What follows belongs to an exercise in optimizing a design on an open flow for small area, a short achievable clock period and few clock cycles; a production flow would make more cautious choices. Only simulation tests tie the RTL to the original design; equivalence was not proved. Power figures rest on the tool's default switching activity, not on a simulated workload.

==> inputs of quartz <==
==> flow/design.v <==
module obc_scr (
    input  wire       clk,
    input  wire       rst,
    input  wire       do_seed,    
    input  wire       do_step,    
    input  wire [7:0] imm,
    input  wire       gen,        
    output wire       bit_out
);
    reg  [6:0] lfsr;
    wire       fb = lfsr[6] ^ lfsr[3];
    assign bit_out = fb ^ (imm[0] & ~gen);
    always @(posedge clk) begin
        if (rst)
            lfsr <= 7'd0;
        else if (do_seed)
            lfsr <= imm[6:0];
        else if (do_step)
            lfsr <= {lfsr[5:0], fb};
    end
endmodule
module obc_enc (
    input  wire       clk,
    input  wire       rst,
    input  wire       do_clr,     
    input  wire       do_bit,     
    input  wire       b,
    output wire [1:0] code        
);
    reg [5:0] hist;               
    assign code[0] = b ^ hist[1] ^ hist[2] ^ hist[4] ^ hist[5];
    assign code[1] = b ^ hist[0] ^ hist[1] ^ hist[2] ^ hist[5];
    always @(posedge clk) begin
        if (rst || do_clr)
            hist <= 6'd0;
        else if (do_bit)
            hist <= {hist[4:0], b};
    end
endmodule
module obc_pun (
    input  wire       clk,
    input  wire       rst,
    input  wire       do_start,   
    input  wire       do_bit,     
    input  wire [1:0] rate_in,
    output reg        keep        
);
    reg [1:0] rate;
    reg [2:0] phase;
    reg       wrap;
    always @(*) begin
        case (rate)
            2'd1:    begin wrap = (phase == 3'd3); keep = (phase != 3'd3); end
            2'd2:    begin wrap = (phase == 3'd5); keep = (phase != 3'd3) && (phase != 3'd4); end
            default: begin wrap = 1'b1;            keep = 1'b1; end
        endcase
    end
    always @(posedge clk) begin
        if (rst) begin
            rate  <= 2'd0;
            phase <= 3'd0;
        end else if (do_start) begin
            rate  <= rate_in;
            phase <= 3'd0;
        end else if (do_bit) begin
            phase <= wrap ? 3'd0 : phase + 3'd1;
        end
    end
endmodule
module obc_ilv (
    input  wire         clk,
    input  wire         rst,
    input  wire         do_cfg,     
    input  wire         do_bit,     
    input  wire         do_end,     
    input  wire [1:0]   mod_in,
    input  wire         b,
    output wire         idle,       
    output wire         emit,       
    output reg  [8:0]   ncbps_out,
    output wire [287:0] buf_out
);
    reg [1:0]   mod;
    reg [8:0]   j;
    reg [1:0]   r3;
    reg [287:0] buffer;
    reg [8:0]   step;
    reg         wrap;
    integer     n;
    assign buf_out = buffer;
    assign idle    = (j == 9'd0);
    always @(*) begin
        case (mod)
            2'd0: begin
                ncbps_out = 9'd48;
                wrap = (j >= 9'd45);
                step = wrap ? 9'd1 - 9'd45 : 9'd3;
            end
            2'd1: begin
                ncbps_out = 9'd96;
                wrap = (j >= 9'd90);
                step = wrap ? 9'd1 - 9'd90 : 9'd6;
            end
            2'd2: begin
                ncbps_out = 9'd192;
                wrap = (j >= 9'd180);
                step = wrap ? (j[0] ? 9'd0 - 9'd180 : 9'd2 - 9'd180) : (j[0] ? 9'd11 : 9'd13);
            end
            default: begin
                ncbps_out = 9'd288;
                wrap = (j >= 9'd270);
                step = wrap ? 9'd1 - 9'd270 : ((r3 != 2'd0) ? 9'd17 : 9'd20);
            end
        endcase
    end
    assign emit = (mod == 2'd0) ? (j == 9'd47) :
                  (mod == 2'd1) ? (j == 9'd95) :
                  (mod == 2'd2) ? (j == 9'd190) : (j == 9'd287);
    reg [17:0] row;
    reg [15:0] col;
    always @(*) begin
        for (n = 0; n < 18; n = n + 1)
            row[n] = do_bit && (j[8:4] == n);
        for (n = 0; n < 16; n = n + 1)
            col[n] = (j[3:0] == n);
    end
    always @(posedge clk) begin
        for (n = 0; n < 288; n = n + 1)
            if (row[n / 16] & col[n % 16])
                buffer[n] <= b;
    end
    always @(posedge clk) begin
        if (rst) begin
            mod <= 2'd0;
            j   <= 9'd0;
            r3  <= 2'd0;
        end else if (do_cfg) begin
            if (idle)
                mod <= mod_in;
        end else if (do_end || (do_bit && emit)) begin
            j  <= 9'd0;
            r3 <= 2'd0;
        end else if (do_bit) begin
            j <= j + step;
            if (wrap)
                r3 <= (r3 == 2'd2) ? 2'd0 : r3 + 2'd1;
            else
                r3 <= (r3 == 2'd0) ? 2'd2 : r3 - 2'd1;
        end
    end
endmodule
module obc_map (
    input  wire       clk,
    input  wire       rst,
    input  wire       do_cfg,     
    input  wire       do_bit,     
    input  wire       do_end,     
    input  wire [1:0] mod_in,
    input  wire       b,
    output wire       idle,       
    output wire       emit,       
    output reg  [7:0] lvl         
);
    reg [1:0] mod;
    reg [2:0] fill;
    reg [4:0] acc;
    reg [5:0] g;                  
    integer   n;
    assign idle = (fill == 3'd0);
    assign emit = (mod == 2'd0) ? 1'b1 :
                  (mod == 2'd1) ? (fill == 3'd1) :
                  (mod == 2'd2) ? (fill == 3'd3) : (fill == 3'd5);
    always @(*) begin
        for (n = 0; n < 5; n = n + 1)
            g[n] = (fill == n) ? b : acc[n];
        g[5] = b;
    end
    function [3:0] l1(input x);
        l1 = x ? 4'sd1 : -4'sd1;
    endfunction
    function [3:0] l2(input x0, input x1);
        case ({x0, x1})
            2'b00: l2 = -4'sd3;
            2'b01: l2 = -4'sd1;
            2'b10: l2 = 4'sd3;
            default: l2 = 4'sd1;
        endcase
    endfunction
    function [3:0] l3(input x0, input x1, input x2);
        case ({x0, x1, x2})
            3'b000: l3 = -4'sd7;
            3'b001: l3 = -4'sd5;
            3'b010: l3 = -4'sd1;
            3'b011: l3 = -4'sd3;
            3'b100: l3 = 4'sd7;
            3'b101: l3 = 4'sd5;
            3'b110: l3 = 4'sd1;
            default: l3 = 4'sd3;
        endcase
    endfunction
    always @(*) begin
        case (mod)
            2'd0: lvl = {4'd0, l1(g[0])};
            2'd1: lvl = {l1(g[1]), l1(g[0])};
            2'd2: lvl = {l2(g[2], g[3]), l2(g[0], g[1])};
            default: lvl = {l3(g[3], g[4], g[5]), l3(g[0], g[1], g[2])};
        endcase
    end
    always @(posedge clk) begin
        if (do_bit)
            for (n = 0; n < 5; n = n + 1)
                if (fill == n)
                    acc[n] <= b;
    end
    always @(posedge clk) begin
        if (rst) begin
            mod  <= 2'd0;
            fill <= 3'd0;
        end else if (do_cfg) begin
            if (idle)
                mod <= mod_in;
        end else if (do_end) begin
            fill <= 3'd0;
        end else if (do_bit) begin
            fill <= emit ? 3'd0 : fill + 3'd1;
        end
    end
endmodule
module obc_crc (
    input  wire        clk,
    input  wire        rst,
    input  wire        do_init,    
    input  wire        do_byte,    
    input  wire [7:0]  data,
    output wire [31:0] crc_out     
);
    reg [31:0] crcn;
    function [31:0] tab(input [7:0] idx);
        integer k;
        reg [31:0] t;
        begin
            t = 32'd0;
            if (idx[0]) t = t ^ 32'h77073096;
            if (idx[1]) t = t ^ 32'hEE0E612C;
            if (idx[2]) t = t ^ 32'h076DC419;
            if (idx[3]) t = t ^ 32'h0EDB8832;
            if (idx[4]) t = t ^ 32'h1DB71064;
            if (idx[5]) t = t ^ 32'h3B6E20C8;
            if (idx[6]) t = t ^ 32'h76DC4190;
            if (idx[7]) t = t ^ 32'hEDB88320;
            tab = t;
        end
    endfunction
    wire [31:0] crc = ~crcn;
    assign crc_out = crcn;
    always @(posedge clk) begin
        if (rst || do_init)
            crcn <= 32'd0;
        else if (do_byte)
            crcn <= ~(tab(crc[7:0] ^ data) ^ {8'h00, crc[31:8]});
    end
endmodule
module ofdm_bit_core (
    input  wire         clk,
    input  wire         rst,           
    input  wire         req_valid,
    output wire         req_ready,
    input  wire [15:0]  req_cmd,
    output reg          rsp_valid,
    output reg  [2:0]   rsp_status,
    output reg  [8:0]   rsp_len,       
    output wire [287:0] rsp_dout
);
    localparam [2:0] ST_OK        = 3'd0;
    localparam [2:0] ST_BADRATE   = 3'd1;
    localparam [2:0] ST_MALFORMED = 3'd3;
    localparam [2:0] ST_ILLEGAL   = 3'd4;
    assign req_ready = 1'b1;
    reg        cv;
    reg [15:0] cw;
    always @(posedge clk) begin
        cv <= req_valid & ~rst;
        cw <= req_cmd;
    end
    wire [3:0] unit = cw[15:12];
    wire [3:0] op   = cw[11:8];
    wire [7:0] imm  = cw[7:0];
    wire scr_seed = (unit == 4'd1) && (op == 4'd0) && (imm[7] == 1'b0);
    wire scr_bit  = (unit == 4'd1) && (op == 4'd1) && (imm[7:1] == 7'd0);
    wire scr_gen  = (unit == 4'd1) && (op == 4'd2) && (imm == 8'd0);
    wire enc_clr  = (unit == 4'd2) && (op == 4'd0) && (imm == 8'd0);
    wire enc_bit  = (unit == 4'd2) && (op == 4'd1) && (imm[7:1] == 7'd0);
    wire pun_strt = (unit == 4'd3) && (op == 4'd0) && (imm[7:2] == 6'd0);
    wire pun_bit  = (unit == 4'd3) && (op == 4'd1) && (imm[7:1] == 7'd0);
    wire ilv_cfg  = (unit == 4'd4) && (op == 4'd0) && (imm[7:2] == 6'd0);
    wire ilv_bit  = (unit == 4'd4) && (op == 4'd1) && (imm[7:1] == 7'd0);
    wire ilv_end  = (unit == 4'd4) && (op == 4'd2) && (imm == 8'd0);
    wire map_cfg  = (unit == 4'd5) && (op == 4'd0) && (imm[7:2] == 6'd0);
    wire map_bit  = (unit == 4'd5) && (op == 4'd1) && (imm[7:1] == 7'd0);
    wire map_end  = (unit == 4'd5) && (op == 4'd2) && (imm == 8'd0);
    wire crc_init = (unit == 4'd9) && (op == 4'd0) && (imm == 8'd0);
    wire crc_byte = (unit == 4'd9) && (op == 4'd1);
    wire crc_fin  = (unit == 4'd9) && (op == 4'd2) && (imm == 8'd0);
    wire legal = scr_seed | scr_bit | scr_gen | enc_clr | enc_bit | pun_strt | pun_bit |
                 ilv_cfg | ilv_bit | ilv_end | map_cfg | map_bit | map_end |
                 crc_init | crc_byte | crc_fin;
    wire        fire = cv;
    wire        pun_rate_ok = (imm[1:0] != 2'd3);
    wire        ilv_idle;
    wire        map_idle;
    wire        scr_out;
    wire [1:0]  enc_out;
    wire        pun_keep;
    wire        ilv_emit;
    wire [8:0]  ilv_n;
    wire [287:0] ilv_buf;
    wire        map_emit;
    wire [7:0]  map_lvl;
    wire [31:0] crc_val;
    obc_scr u_scr (
        .clk(clk), .rst(rst),
        .do_seed(fire & scr_seed), .do_step(fire & (scr_bit | scr_gen)),
        .imm(imm), .gen(scr_gen), .bit_out(scr_out)
    );
    obc_enc u_enc (
        .clk(clk), .rst(rst),
        .do_clr(fire & enc_clr), .do_bit(fire & enc_bit),
        .b(imm[0]), .code(enc_out)
    );
    obc_pun u_pun (
        .clk(clk), .rst(rst),
        .do_start(fire & pun_strt & pun_rate_ok), .do_bit(fire & pun_bit),
        .rate_in(imm[1:0]), .keep(pun_keep)
    );
    obc_ilv u_ilv (
        .clk(clk), .rst(rst),
        .do_cfg(fire & ilv_cfg), .do_bit(fire & ilv_bit), .do_end(fire & ilv_end),
        .mod_in(imm[1:0]), .b(imm[0]),
        .idle(ilv_idle), .emit(ilv_emit), .ncbps_out(ilv_n), .buf_out(ilv_buf)
    );
    obc_map u_map (
        .clk(clk), .rst(rst),
        .do_cfg(fire & map_cfg), .do_bit(fire & map_bit), .do_end(fire & map_end),
        .mod_in(imm[1:0]), .b(imm[0]),
        .idle(map_idle), .emit(map_emit), .lvl(map_lvl)
    );
    obc_crc u_crc (
        .clk(clk), .rst(rst),
        .do_init(fire & crc_init), .do_byte(fire & crc_byte),
        .data(imm), .crc_out(crc_val)
    );
    reg [2:0] nxt_status;
    reg [8:0] nxt_len;
    always @(*) begin
        nxt_status = ST_OK;
        nxt_len    = 9'd0;
        if (!legal)
            nxt_status = ST_ILLEGAL;
        else if (scr_bit || scr_gen)
            nxt_len = 9'd1;
        else if (enc_bit)
            nxt_len = 9'd2;
        else if (pun_strt) begin
            if (!pun_rate_ok)
                nxt_status = ST_BADRATE;
        end else if (pun_bit) begin
            if (pun_keep)
                nxt_len = 9'd1;
        end else if (ilv_cfg || ilv_end) begin
            if (!ilv_idle)
                nxt_status = ST_MALFORMED;
        end else if (ilv_bit) begin
            if (ilv_emit)
                nxt_len = ilv_n;
        end else if (map_cfg || map_end) begin
            if (!map_idle)
                nxt_status = ST_MALFORMED;
        end else if (map_bit) begin
            if (map_emit)
                nxt_len = 9'd8;
        end else if (crc_fin)
            nxt_len = 9'd32;
    end
    reg [31:0] nxt_lo;
    always @(*) begin
        if (cw[15])
            nxt_lo = crc_val;
        else if (!cw[12])
            nxt_lo = {ilv_buf[31:2], cw[13] ? enc_out : ilv_buf[1:0]};
        else if (cw[14])
            nxt_lo = {ilv_buf[31:8], map_lvl};
        else
            nxt_lo = {ilv_buf[31:1], cw[13] ? imm[0] : scr_out};
    end
    reg [31:0] lo;
    always @(posedge clk) begin
        if (rst)
            rsp_valid <= 1'b0;
        else
            rsp_valid <= fire;
        rsp_status <= nxt_status;
        rsp_len    <= nxt_len;
        lo         <= nxt_lo;
    end
    assign rsp_dout = {ilv_buf[287:32], lo};
endmodule
==> flow/flow/run.sh <==
#!/bin/bash
# The standard layout, with the port buffers made from the smallest buffer
# cell instead of the flow's default choice; repair may still upsize them.
set -euo pipefail
export BUFFER_PORTS_ARGS="-buffer_cell sky130_fd_sc_hd__buf_1"
bash standard.sh > standard_flow.log 2>&1
==> flow/standard.sh <==
#!/bin/bash
# synth_recipe.tcl (not shown) runs the flow's synth.tcl, then flattens the netlist and writes it again
# the make line also repeats each setting of config.mk as NAME=value (left out here)
make -C /OpenROAD-flow-scripts/flow DESIGN_CONFIG=/design/flow/config.mk WORK_HOME=/design/flow/orfs CLKGATE_MAP_FILE= SYNTH_SCRIPT=/design/flow/synth_recipe.tcl "${@:-finish}"
==> flow/config.mk <==
export PLATFORM = sky130hd
export DESIGN_NAME = ofdm_bit_core
export DESIGN_NICKNAME = ofdm_bit_core
export VERILOG_FILES = /design/flow/design.v
export SDC_FILE = /design/flow/constraint.sdc
export NUM_CORES = 4
export LEC_CHECK = 0
export CAP_MARGIN = 20
export CORE_AREA = 2.3 2.72 223.56 223.04
export CTS_CLUSTER_DIAMETER = 100
export CTS_CLUSTER_SIZE = 25
export DIE_AREA = 0 0 226.01 226.01
export PLACE_DENSITY = 0.6
export SLEW_MARGIN = 20
export SYNTH_MEMORY_MAX_BITS = 16384
==> flow/constraint.sdc <==
create_clock -name core_clock -period 16.0 [get_ports {clk}]
set_input_delay 3.2000 -clock core_clock [delete_from_list [all_inputs] [get_ports {clk}]]
set_output_delay 3.2000 -clock core_clock [all_outputs]
set_load 0.01 [all_outputs]
==> cedar (differences from quartz) <==
--- a/flow/design.v
+++ b/flow/design.v
@@ -12,10 +12,6 @@
     assign bit_out = fb ^ (imm[0] & ~gen);
     always @(posedge clk) begin
-        if (rst)
-            lfsr <= 7'd0;
-        else if (do_seed)
-            lfsr <= imm[6:0];
-        else if (do_step)
-            lfsr <= {lfsr[5:0], fb};
+        if (rst | do_seed | do_step)
+            lfsr <= (do_seed ? imm[6:0] : {lfsr[5:0], fb}) & {7{~rst}};
     end
 endmodule
@@ -126,7 +122,115 @@
     end
     always @(posedge clk) begin
-        for (n = 0; n < 288; n = n + 1)
+        for (n = 0; n < 192; n = n + 1)
             if (row[n / 16] & col[n % 16])
                 buffer[n] <= b;
+            if (row[12]) begin
+                buffer[199] <= buffer[200];
+                buffer[200] <= buffer[198];
+                buffer[198] <= buffer[202];
+                buffer[202] <= buffer[203];
+                buffer[203] <= buffer[201];
+                buffer[201] <= buffer[205];
+                buffer[205] <= buffer[206];
+                buffer[206] <= buffer[204];
+                buffer[204] <= buffer[207];
+                buffer[207] <= buffer[194];
+                buffer[194] <= buffer[192];
+                buffer[192] <= buffer[193];
+                buffer[193] <= buffer[197];
+                buffer[197] <= buffer[195];
+                buffer[195] <= buffer[196];
+                buffer[196] <= b;
+            end
+            if (row[13]) begin
+                buffer[216] <= buffer[217];
+                buffer[217] <= buffer[218];
+                buffer[218] <= buffer[219];
+                buffer[219] <= buffer[220];
+                buffer[220] <= buffer[221];
+                buffer[221] <= buffer[222];
+                buffer[222] <= buffer[223];
+                buffer[223] <= buffer[208];
+                buffer[208] <= buffer[209];
+                buffer[209] <= buffer[211];
+                buffer[211] <= buffer[212];
+                buffer[212] <= buffer[210];
+                buffer[210] <= buffer[214];
+                buffer[214] <= buffer[215];
+                buffer[215] <= buffer[213];
+                buffer[213] <= b;
+            end
+            if (row[14]) begin
+                buffer[236] <= buffer[234];
+                buffer[234] <= buffer[235];
+                buffer[235] <= buffer[239];
+                buffer[239] <= buffer[237];
+                buffer[237] <= buffer[238];
+                buffer[238] <= buffer[224];
+                buffer[224] <= buffer[225];
+                buffer[225] <= buffer[226];
+                buffer[226] <= buffer[227];
+                buffer[227] <= buffer[228];
+                buffer[228] <= buffer[229];
+                buffer[229] <= buffer[230];
+                buffer[230] <= buffer[231];
+                buffer[231] <= buffer[232];
+                buffer[232] <= buffer[233];
+                buffer[233] <= b;
+            end
+            if (row[15]) begin
+                buffer[253] <= buffer[254];
+                buffer[254] <= buffer[252];
+                buffer[252] <= buffer[255];
+                buffer[255] <= buffer[242];
+                buffer[242] <= buffer[240];
+                buffer[240] <= buffer[241];
+                buffer[241] <= buffer[245];
+                buffer[245] <= buffer[243];
+                buffer[243] <= buffer[244];
+                buffer[244] <= buffer[248];
+                buffer[248] <= buffer[246];
+                buffer[246] <= buffer[247];
+                buffer[247] <= buffer[251];
+                buffer[251] <= buffer[249];
+                buffer[249] <= buffer[250];
+                buffer[250] <= b;
+            end
+            if (row[16]) begin
+                buffer[270] <= buffer[271];
+                buffer[271] <= buffer[256];
+                buffer[256] <= buffer[257];
+                buffer[257] <= buffer[259];
+                buffer[259] <= buffer[260];
+                buffer[260] <= buffer[258];
+                buffer[258] <= buffer[262];
+                buffer[262] <= buffer[263];
+                buffer[263] <= buffer[261];
+                buffer[261] <= buffer[265];
+                buffer[265] <= buffer[266];
+                buffer[266] <= buffer[264];
+                buffer[264] <= buffer[268];
+                buffer[268] <= buffer[269];
+                buffer[269] <= buffer[267];
+                buffer[267] <= b;
+            end
+            if (row[17]) begin
+                buffer[272] <= buffer[273];
+                buffer[273] <= buffer[274];
+                buffer[274] <= buffer[275];
+                buffer[275] <= buffer[276];
+                buffer[276] <= buffer[277];
+                buffer[277] <= buffer[278];
+                buffer[278] <= buffer[279];
+                buffer[279] <= buffer[280];
+                buffer[280] <= buffer[281];
+                buffer[281] <= buffer[282];
+                buffer[282] <= buffer[283];
+                buffer[283] <= buffer[284];
+                buffer[284] <= buffer[285];
+                buffer[285] <= buffer[286];
+                buffer[286] <= buffer[287];
+                buffer[287] <= b;
+            end
     end
     always @(posedge clk) begin
@@ -213,16 +317,10 @@
                     acc[n] <= b;
     end
+    wire clr = rst | do_end | (do_bit & emit);
     always @(posedge clk) begin
-        if (rst) begin
-            mod  <= 2'd0;
-            fill <= 3'd0;
-        end else if (do_cfg) begin
-            if (idle)
-                mod <= mod_in;
-        end else if (do_end) begin
-            fill <= 3'd0;
-        end else if (do_bit) begin
-            fill <= emit ? 3'd0 : fill + 3'd1;
-        end
+        if (rst | (do_cfg & idle))
+            mod <= mod_in & {2{~rst}};
+        if (clr | do_bit)
+            fill <= (fill + 3'd1) & {3{~clr}};
     end
 endmodule
@@ -254,9 +352,8 @@
     wire [31:0] crc = ~crcn;
     assign crc_out = crcn;
+    wire clr = rst | do_init;
     always @(posedge clk) begin
-        if (rst || do_init)
-            crcn <= 32'd0;
-        else if (do_byte)
-            crcn <= ~(tab(crc[7:0] ^ data) ^ {8'h00, crc[31:8]});
+        if (clr | do_byte)
+            crcn <= ~(tab(crc[7:0] ^ data) ^ {8'h00, crc[31:8]}) & {32{~clr}};
     end
 endmodule
==> flow/flow/run.sh (replaced) <==
#!/bin/bash
set -euo pipefail
export BUFFER_PORTS_ARGS="-buffer_cell sky130_fd_sc_hd__buf_1"
export CTS_ARGS="-sink_clustering_enable -repair_clock_nets -sink_clustering_size 25 -sink_clustering_max_diameter 100 -sink_clustering_levels 1"
bash standard.sh > standard_flow.log 2>&1
Settings changed: CORE_AREA 2.3 2.72 223.56 223.04 to 2.3 2.72 167.68 167.68, DIE_AREA 0 0 226.01 226.01 to 0 0 170.0 170.0, PLACE_DENSITY 0.6 to 0.8.
==> tundra (differences from quartz) <==
--- a/flow/design.v
+++ b/flow/design.v
@@ -82,39 +82,24 @@
 );
     reg [1:0]   mod;
+    reg [3:0]   fa;
+    reg [4:0]   fb;
     reg [8:0]   j;
     reg [1:0]   r3;
     reg [287:0] buffer;
-    reg [8:0]   step;
-    reg         wrap;
+    reg [4:0]   last_b;
+    reg [4:0]   inc;
     integer     n;
     assign buf_out = buffer;
-    assign idle    = (j == 9'd0);
+    assign idle    = (fa == 4'd0) && (fb == 5'd0);
     always @(*) begin
         case (mod)
-            2'd0: begin
-                ncbps_out = 9'd48;
-                wrap = (j >= 9'd45);
-                step = wrap ? 9'd1 - 9'd45 : 9'd3;
-            end
-            2'd1: begin
-                ncbps_out = 9'd96;
-                wrap = (j >= 9'd90);
-                step = wrap ? 9'd1 - 9'd90 : 9'd6;
-            end
-            2'd2: begin
-                ncbps_out = 9'd192;
-                wrap = (j >= 9'd180);
-                step = wrap ? (j[0] ? 9'd0 - 9'd180 : 9'd2 - 9'd180) : (j[0] ? 9'd11 : 9'd13);
-            end
-            default: begin
-                ncbps_out = 9'd288;
-                wrap = (j >= 9'd270);
-                step = wrap ? 9'd1 - 9'd270 : ((r3 != 2'd0) ? 9'd17 : 9'd20);
-            end
+            2'd0: begin ncbps_out = 9'd48;  last_b = 5'd2;  inc = 5'd3; end
+            2'd1: begin ncbps_out = 9'd96;  last_b = 5'd5;  inc = 5'd6; end
+            2'd2: begin ncbps_out = 9'd192; last_b = 5'd11; inc = (fa[0] ^ fb[0]) ? 5'd11 : 5'd13; end
+            default: begin ncbps_out = 9'd288; last_b = 5'd17; inc = (r3 != 2'd0) ? 5'd17 : 5'd20; end
         endcase
     end
-    assign emit = (mod == 2'd0) ? (j == 9'd47) :
-                  (mod == 2'd1) ? (j == 9'd95) :
-                  (mod == 2'd2) ? (j == 9'd190) : (j == 9'd287);
+    wire wrap = (fa == 4'd15);
+    assign emit = wrap && (fb == last_b);
     reg [17:0] row;
     reg [15:0] col;
@@ -133,4 +118,6 @@
         if (rst) begin
             mod <= 2'd0;
+            fa  <= 4'd0;
+            fb  <= 5'd0;
             j   <= 9'd0;
             r3  <= 2'd0;
@@ -139,12 +126,18 @@
                 mod <= mod_in;
         end else if (do_end || (do_bit && emit)) begin
+            fa <= 4'd0;
+            fb <= 5'd0;
             j  <= 9'd0;
             r3 <= 2'd0;
         end else if (do_bit) begin
-            j <= j + step;
-            if (wrap)
+            fa <= fa + 4'd1;
+            if (wrap) begin
+                fb <= fb + 5'd1;
+                j  <= {4'd0, fb + 5'd1};
                 r3 <= (r3 == 2'd2) ? 2'd0 : r3 + 2'd1;
-            else
+            end else begin
+                j  <= j + {4'd0, inc};
                 r3 <= (r3 == 2'd0) ? 2'd2 : r3 - 2'd1;
+            end
         end
     end
Settings changed: CORE_AREA 2.3 2.72 223.56 223.04 to not set, CORE_MARGIN set to 2, CORE_UTILIZATION set to 40, CTS_CLUSTER_DIAMETER 100 to 60, CTS_CLUSTER_SIZE 25 to 30, DIE_AREA 0 0 226.01 226.01 to not set.
==> comparison <==
- In fmax, cedar and tundra hardly differ.
- Of tundra and quartz, tundra has the higher combinational power (gap about 3.5%, measured against quartz).
- Final cell count, highest first: tundra, quartz, cedar.
- The highest non-clock buffer count belongs to tundra, the lowest to cedar.
- tundra passed the timing, design-rule and antenna checks. cedar passed the timing, design-rule and antenna checks. quartz produced a clean layout.
- Between quartz and cedar, the lower global-route usage is in quartz (gap 8.7 points).
- Die area: tundra is higher than cedar (about 80%).
- Critical path depth is the same in quartz and tundra.
- The lowest worst hold slack belongs to tundra, the highest to quartz.
- Via count, highest first: tundra, quartz, cedar.
==> figures <==
quantity	quartz	cedar	tundra
Status	finished clean	finished clean	finished clean
Sinks on Clock Net	422	422	431
Adder-cell area share of the yosys netlist	2.15%	2.07%	1.94%
Arrival time worst endpoint	1140 ps	1150 ps	1160 ps
Later-pin clock latency in the skew report	580 ps	540 ps	600 ps
Startpoint of the worst hold path	u_ilv.buffer[29]	u_ilv.buffer[198]	u_enc.hist[3]
Worst relative slew slack	26.1%	30.5%	26.9%
Minimum period implied by the final worst setup slack	4340 ps	4350 ps	4360 ps
Core Region	48700 µm²	27000 µm²	48700 µm²
Internal Power	1450 µW	1710 µW	1710 µW
Source of the critical timing path	u_ilv.buffer[287]	u_ilv.buffer[97]	u_ilv.buffer[99]
Met3 wire length	2.92 mm	3.62 mm	3.22 mm
Repair and plain buffers	333	329	334
Die height	226 µm	170 µm	226 µm
Clock tree skew after final layout	25.7 ps	20.2 ps	44.3 ps
Seq_cells	422	422	431
Non-Clock Inverter Count	39	31	32
Routed length on met2	21.6 mm	18.9 mm	24.3 mm
Clock H-tree levels	1	1	2
TritonRoute pass-1 iters	7	5	5
Testbench counts of quartz, summed over its fixed seeds: cycles 35,835.
Testbench counts of cedar, summed over its fixed seeds: cycles 35,835.
Testbench counts of tundra, summed over its fixed seeds: cycles 35,835.

==> port drivers added, routing unchanged <==
The results above use ideal ports. As a check the final layouts listed here were re-extracted and re-timed, cells and wires unchanged. Step 1: set_driving_cell puts a clkbuf_16 on clk and a buf_2 on each other input, an assumption about the parent block. Step 2 also shifts input and output timing later by t, the mid clock arrival at the registers, as if the neighbouring blocks saw the same clock. Three values: ideal, step 1, step 2; two values: the first two.
run | shift t [ns] | setup slack, ns | clock arrival spread, ns
quartz | 0.617 | 11.658 / 11.605 / 11.282 | 0.025 / 0.026
cedar | 0.585 | 11.647 / 11.597 / 11.129 | 0.021 / 0.021
tundra | 0.629 | 11.641 / 11.586 / 11.315 | 0.044 / 0.045
After both steps every run listed still meets setup and hold. For cedar, which loses most, drivers alone change the setup slack by -0.050 ns; drivers and shift together by -0.518 ns.
